Background: an optimization exercise with open tools, aiming at small area, a short achievable clock period and few clock cycles per item. Do not read the settings as production practice. The RTL was checked by simulation tests, not by an equivalence proof against the original design. Power is estimated from default activity; no workload was simulated.

**config.mk**
```make
export PLATFORM = sky130hd
export DESIGN_NAME = vrtb_ts
export DESIGN_NICKNAME = vrtb_ts
export VERILOG_FILES = /design/flow/design.v
export SDC_FILE = /design/flow/constraint.sdc
export NUM_CORES = 4
export LEC_CHECK = 0
export CAP_MARGIN = 20
export CORE_MARGIN = 2
export CORE_UTILIZATION = 40
export SLEW_MARGIN = 20
```
**constraint.sdc**
```tcl
create_clock -name core_clock -period 8.0 [get_ports {clk}]
set_input_delay 1.6000 -clock core_clock [delete_from_list [all_inputs] [get_ports {clk}]]
set_output_delay 1.6000 -clock core_clock [all_outputs]
set_load 0.01 [all_outputs]
```
**design.v**
```verilog
module vrtb_ts (
    input  wire        clk,
    input  wire        rst,
    input  wire        start,
    input  wire        next,
    input  wire [95:0] t0,
    input  wire [63:0] k0,
    input  wire [31:0] blk_size,
    input  wire [31:0] rate,
    output wire        ready,
    output reg         ts_valid,
    output reg  [31:0] ts_sec,
    output reg  [39:0] ts_frac,
    output reg         ts_err
);
    localparam [39:0]  PS    = 40'd1000000000000;
    localparam [136:0] LIMIT = 137'd4294967296000000000000;
    localparam [2:0] S_IDLE = 3'd0,
                     S_MUL1 = 3'd1,
                     S_MUL2 = 3'd2,
                     S_DIV1 = 3'd3,
                     S_ADD  = 3'd4,
                     S_DIV2 = 3'd5,
                     S_OUT  = 3'd6;
    reg [2:0]   state;
    reg [7:0]   cnt;
    reg [95:0]  t0_r;
    reg [31:0]  b_r;
    reg [31:0]  r_r;
    reg [63:0]  idx;
    reg [135:0] acc;      
    reg [135:0] mcand;    
    reg [39:0]  mplier;   
    reg [40:0]  rem;      
    reg [71:0]  tsq;      
    reg         err;
    assign ready = (state == S_IDLE);
    wire [40:0]  rem1_sh = {rem[39:0], acc[135]};
    wire [41:0]  rem1_df = {1'b0, rem1_sh} - {10'd0, r_r};
    wire [40:0]  rem2_sh = {rem[39:0], tsq[71]};
    wire [41:0]  rem2_df = {1'b0, rem2_sh} - {2'd0, PS};
    wire [136:0] ts_full = {41'd0, t0_r} + {1'b0, acc};
    always @(posedge clk) begin
        if (rst) begin
            state    <= S_IDLE;
            cnt      <= 8'd0;
            t0_r     <= 96'd0;
            b_r      <= 32'd0;
            r_r      <= 32'd0;
            idx      <= 64'd0;
            ts_valid <= 1'b0;
        end else begin
            ts_valid <= 1'b0;
            case (state)
                S_IDLE: begin
                    if (start) begin
                        t0_r <= t0;
                        b_r  <= blk_size;
                        r_r  <= rate;
                        idx  <= k0;
                    end else if (next) begin
                        acc    <= 136'd0;
                        mcand  <= {72'd0, idx};
                        mplier <= {8'd0, b_r};
                        idx    <= idx + 64'd1;
                        cnt    <= 8'd0;
                        state  <= S_MUL1;
                    end
                end
                S_MUL1: begin
                    if (mplier[0])
                        acc <= acc + mcand;
                    mcand  <= mcand << 1;
                    mplier <= mplier >> 1;
                    cnt    <= cnt + 8'd1;
                    if (cnt == 8'd31) begin
                        state <= S_MUL2;
                        cnt   <= 8'd0;
                    end
                end
                S_MUL2: begin
                    if (cnt == 8'd0) begin
                        mcand  <= acc;
                        acc    <= 136'd0;
                        mplier <= PS;
                        cnt    <= 8'd1;
                    end else begin
                        if (mplier[0])
                            acc <= acc + mcand;
                        mcand  <= mcand << 1;
                        mplier <= mplier >> 1;
                        cnt    <= cnt + 8'd1;
                        if (cnt == 8'd40) begin
                            state <= S_DIV1;
                            cnt   <= 8'd0;
                            rem   <= 41'd0;
                        end
                    end
                end
                S_DIV1: begin
                    if (!rem1_df[41]) begin
                        rem <= rem1_df[40:0];
                        acc <= {acc[134:0], 1'b1};
                    end else begin
                        rem <= rem1_sh;
                        acc <= {acc[134:0], 1'b0};
                    end
                    cnt <= cnt + 8'd1;
                    if (cnt == 8'd135)
                        state <= S_ADD;
                end
                S_ADD: begin
                    err   <= (ts_full >= LIMIT);
                    tsq   <= ts_full[71:0];
                    rem   <= 41'd0;
                    cnt   <= 8'd0;
                    state <= S_DIV2;
                end
                S_DIV2: begin
                    if (!rem2_df[41]) begin
                        rem <= rem2_df[40:0];
                        tsq <= {tsq[70:0], 1'b1};
                    end else begin
                        rem <= rem2_sh;
                        tsq <= {tsq[70:0], 1'b0};
                    end
                    cnt <= cnt + 8'd1;
                    if (cnt == 8'd71)
                        state <= S_OUT;
                end
                S_OUT: begin
                    ts_sec   <= tsq[31:0];
                    ts_frac  <= rem[39:0];
                    ts_err   <= err;
                    ts_valid <= 1'b1;
                    state    <= S_IDLE;
                end
                default: state <= S_IDLE;
            endcase
        end
    end
endmodule
```
**run.sh**
```bash
#!/bin/bash
# synth_recipe.tcl (not shown) runs the flow's synth.tcl, then flattens the netlist and writes it again
# the make line also repeats each setting of config.mk as NAME=value (left out here)
make -C /OpenROAD-flow-scripts/flow DESIGN_CONFIG=/design/flow/config.mk WORK_HOME=/design/flow/orfs CLKGATE_MAP_FILE= SYNTH_SCRIPT=/design/flow/synth_recipe.tcl finish
```
==> impl_results.md <==
* Clock Path Buffers at 3
* Die Ht at 361 microns
* Synthesis-stage register bit count at 734
* DRC Markers at 0
* Slew Limit Headroom at 25.0%
* Layout cells sized above 1 at 4.64%
* Synth warnings at 1
* Post-synthesis cell area at 50,800 sq um
* Register area share after synthesis at 38.7%
* FILL cells at 12,482
* Pins Over Slew Limit at 0
* Final setup vio count at 0
* Post-CTS Setup Bufs at 0
* Port Buf Inserts at 302
* Clock Tree Root: clkbuf_16
* Status: timing/DRC/antenna clean
* Nets at 6,689
* Routed length on met1 at 88,900 microns
* Sink Count at 734
* Die width at 361 microns
* Grt ovf at 0
* Peak supply drop at 0.215 mV
* Leading area contributor after synthesis: edfxtp_1
* Clock slew at the register clock pins of the worst setup and hold paths at 60 ps
* Post-synth EDFFs at 498
* First-pass GRT wire length at 286,000 microns
* Share of synthesized registers carrying an async set or reset at 0%
* CTS tree: built
* DP Wirelength at 142,000 microns
* Yosys top cell area share at 29.4%
* Worst slack, placed at 2180 ps
* Critical Path RT at 8420 ps
* CP Max Fanout at 6
* Clock latency on the worst-skew pair at 740 ps
* Placeable Area at 126,000 sq um
* Tmin final at 6070 ps
* Type of the worst setup path: reg -> reg
* CP max-delay cell: o21ai_0
* Top cells by area, synth: edfxtp_1 29%, dfxtp_1 9.3%, a21oi_1 7.5%
* Initial antenna violation count at 3
* RSZ-0062 raised after global routing: no
* Max Cap Viol at 0
* Area Overhead vs Synth at 14.3%
* Initial DRC Count at 5,683
* Pin count of the biggest net entering global routing at 137
* Layout Skew at 56.7 ps
* RePlAce Congestion at 0.983
* CP endpoint kind: flop
* Via Count at 48,430
* Boundary Pins at 303
* Critical path startpoint category: flop
* Global Route Usage Sum at 28.1%
* Hold Path Class: reg -> reg
* CP arrival at 6500 ps
* Starting density of the core at 40.4%
* Largest stage delay, worst path at 840 ps
* Cell mode on critical path: o21ai_1
* CTS buffer count at 90
* Drt total wl at 190,000 microns
* F_max at 165 MHz
* Power Density at 328 nW/um^2
* Post-Syn Instances at 6,145
* Yosys cell types at 91
* Syn Nets at 6,647
* Slew @ Worst Pin at 1120 ps
* Most used DFF post-synth: edfxtp_1
* Die area at 130,000 sq um
* Htree depth at 3
* Final Cycle Share at 75.9%
* Met2 wire len at 80,300 microns
* Hold Fails Final Rpt at 0
* Met3 WL at 16,700 microns
* DR top layer: met4
* Leakage power at 21.4 nW
* Dominant delay contributor by cell family on the critical path: compound AO/OA/AOI/OAI gates
* Vias in the first global route at 44,969
* Hold WS at 432 ps
* Post-route antenna net violation count at 0
* Buf/Inv on CP at 0
* Most instantiated library cell after synthesis: nand2_1
* Syn avg cell area at 8.27 sq um
* Cell Chain, Critical Path: ha_1 -> nand3_1 -> nor2_1 -> a21oi_1 -> o21ai_1 -> a21oi_1 -> o21ai_1 -> o21ai_1 -> o41ai_1 -> a211o_1 -> a21boi_1 -> o21ai_0 -> mux2_2 -> nand4_1 -> a31oi_1 -> nand3_1
* Post-DR vias/cell at 6.12
* Drt first pass iters at 8
* Fin worst setup slack at 1930 ps
* Post_cts resized at 0
* Top post-synthesis cells by count: 879 x nand2_1, 763 x a21oi_1, 675 x nor2_1
* CTS Hold Buffers Added at 0
* Row Count at 130
* Wire length per cell at 24.0 microns
==> metal layers <==
| layer | GRT usage [%] | up-vias |
|---|---|---|
| li1 | - | 22724 |
| met1 | 42.3 | 23339 |
| met2 | 41.4 | 2123 |
| met3 | 4.94 | 244 |
| met4 | 6.75 | 0 |
| met5 | 0 | - |
==> worst register-to-register path, cell delays in order, from the launching register on <==
cell and delay, ps:
edfxtp_1 490, ha_1 460, nand3_1 170, nor2_1 130, a21oi_1 180, o21ai_1 330, a21oi_1 260, o21ai_1 610
o21ai_1 280, o41ai_1 810, a211o_1 240, a21boi_1 130, o21ai_0 840, mux2_2 310, nand4_1 90, a31oi_1 280
nand3_1 160
==> cell families (layout without fill, tap and decap cells) <==
| kind of cell | Yosys count | count (layout) | synth area share, % |
|---|---|---|---|
| simple gates | 2250 | 2250 | 19.8 |
| compound gates | 1991 | 1991 | 24.3 |
| flops | 734 | 734 | 38.7 |
| buf+inv | 551 | 671 | 4.17 |
| fa+ha+maj | 274 | 274 | 6.79 |
| xor+xnor | 251 | 251 | 4.32 |
| mux | 94 | 94 | 1.87 |
| other cells | 0 | 1 | 0 |
==> final cells by class <==
class                   count  area, sq um  share of cell area [%]
multi-input cells        4860        29200                    50.2
flip-flops and latches    734        19700                    33.9
repair buffers            356         3450                    5.94
clock buffers             135         2770                    4.77
well taps                1650         2060                    3.55
inverters                 145          552                   0.949
clock inverters            35          395                   0.680
diodes                      1         2.50                 0.00431
==> sequential cells by signal, summed over array words and instances (netlist names), 3 cells and up <==
register	cells
idx	64
ts_frac	40
acc	136
tsq	72
t0_r	96
ts_sec	32
cnt	8
r_r	32
state	3
mplier	40
rem	40
mcand	136
b_r	32
==> cell usage in the layout (no fill, tap or decap), types with 82 or more instances in the layout <==
cell type	count
inv_1	140
clkdlybuf4s50_1	300
o21ai_0	392
nand4_1	149
xnor2_1	142
dfxtp_1	236
nor3_1	82
nor2_1	668
clkbuf_16	97
a21o_1	145
nand3_1	145
mux2i_1	88
xor2_1	109
nand2_1	875
a21oi_1	762
ha_1	271
edfxtp_1	498
==> stage by stage <==
step / setup TNS, ps / area [sq um] / power [mW] / utilization, % / cells
global route: 0 / 58100 / 20.2 / 46.2 / 7915
floorplan: -1931300 / 50900 / 11.9 / - / 6145
detailed placement: 0 / 55000 / 14.6 / 43.7 / 7745
global placement: 0 / 55000 / 14.6 / 43.7 / 7745
CTS: 0 / 58100 / 19.0 / 46.2 / 7915
finish: 0 / 58100 / 19.1 / 46.2 / 7916
==> report_power, final <==
part	total, mW	switching (mW)	internal [mW]
registers	5.82	0.802	5.02
logic	8.94	5.88	3.07
clock network	4.32	1.80	2.52
total	19.1	8.48	10.6
==> worst paths after layout <==
kind | end | cells past startpoint | slack, ps | start
setup / recovery | err | 16 | 1930 | acc[8]
hold / removal | ts_sec[25] | 0 | 430 | tsq[25]
setup reg to reg | err | 16 | 1930 | acc[8]
hold reg to reg | ts_sec[25] | 0 | 430 | tsq[25]
Testbench counts, summed over its fixed seeds: cycles 327,216, items 1,152.

-- afterwards: timing with drivers on the ports --
The results above use ideal ports. As a check the final layout listed here was re-extracted and re-timed, cells and wires unchanged. Step 1 (the two cells are an assumption about what drives the block):
set clk [get_ports {clk}]
set_driving_cell -lib_cell sky130_fd_sc_hd__clkbuf_16 $clk
set_driving_cell -lib_cell sky130_fd_sc_hd__buf_2 [delete_from_list [all_inputs] $clk]
Step 2 adds t to the input delays and takes it off the output delays; t is the mean of the earliest and latest rising clock arrival at the registers after step 1. Input paths then give back, and output paths get back, about the clock's delay inside the block. Three values: ideal, step 1, step 2; two values: the first two.
t, ns: 0.802
setup WS [ns]: 1.927 / 1.927 / 1.927
hold WS [ns]: 0.432 / 0.432 / 0.432
worst slew at a driven data input, ns: 0.07
After both steps this run still meets setup and hold. The setup slack of this run moves by 0.000 ns with the drivers and by 0.000 ns with both steps.
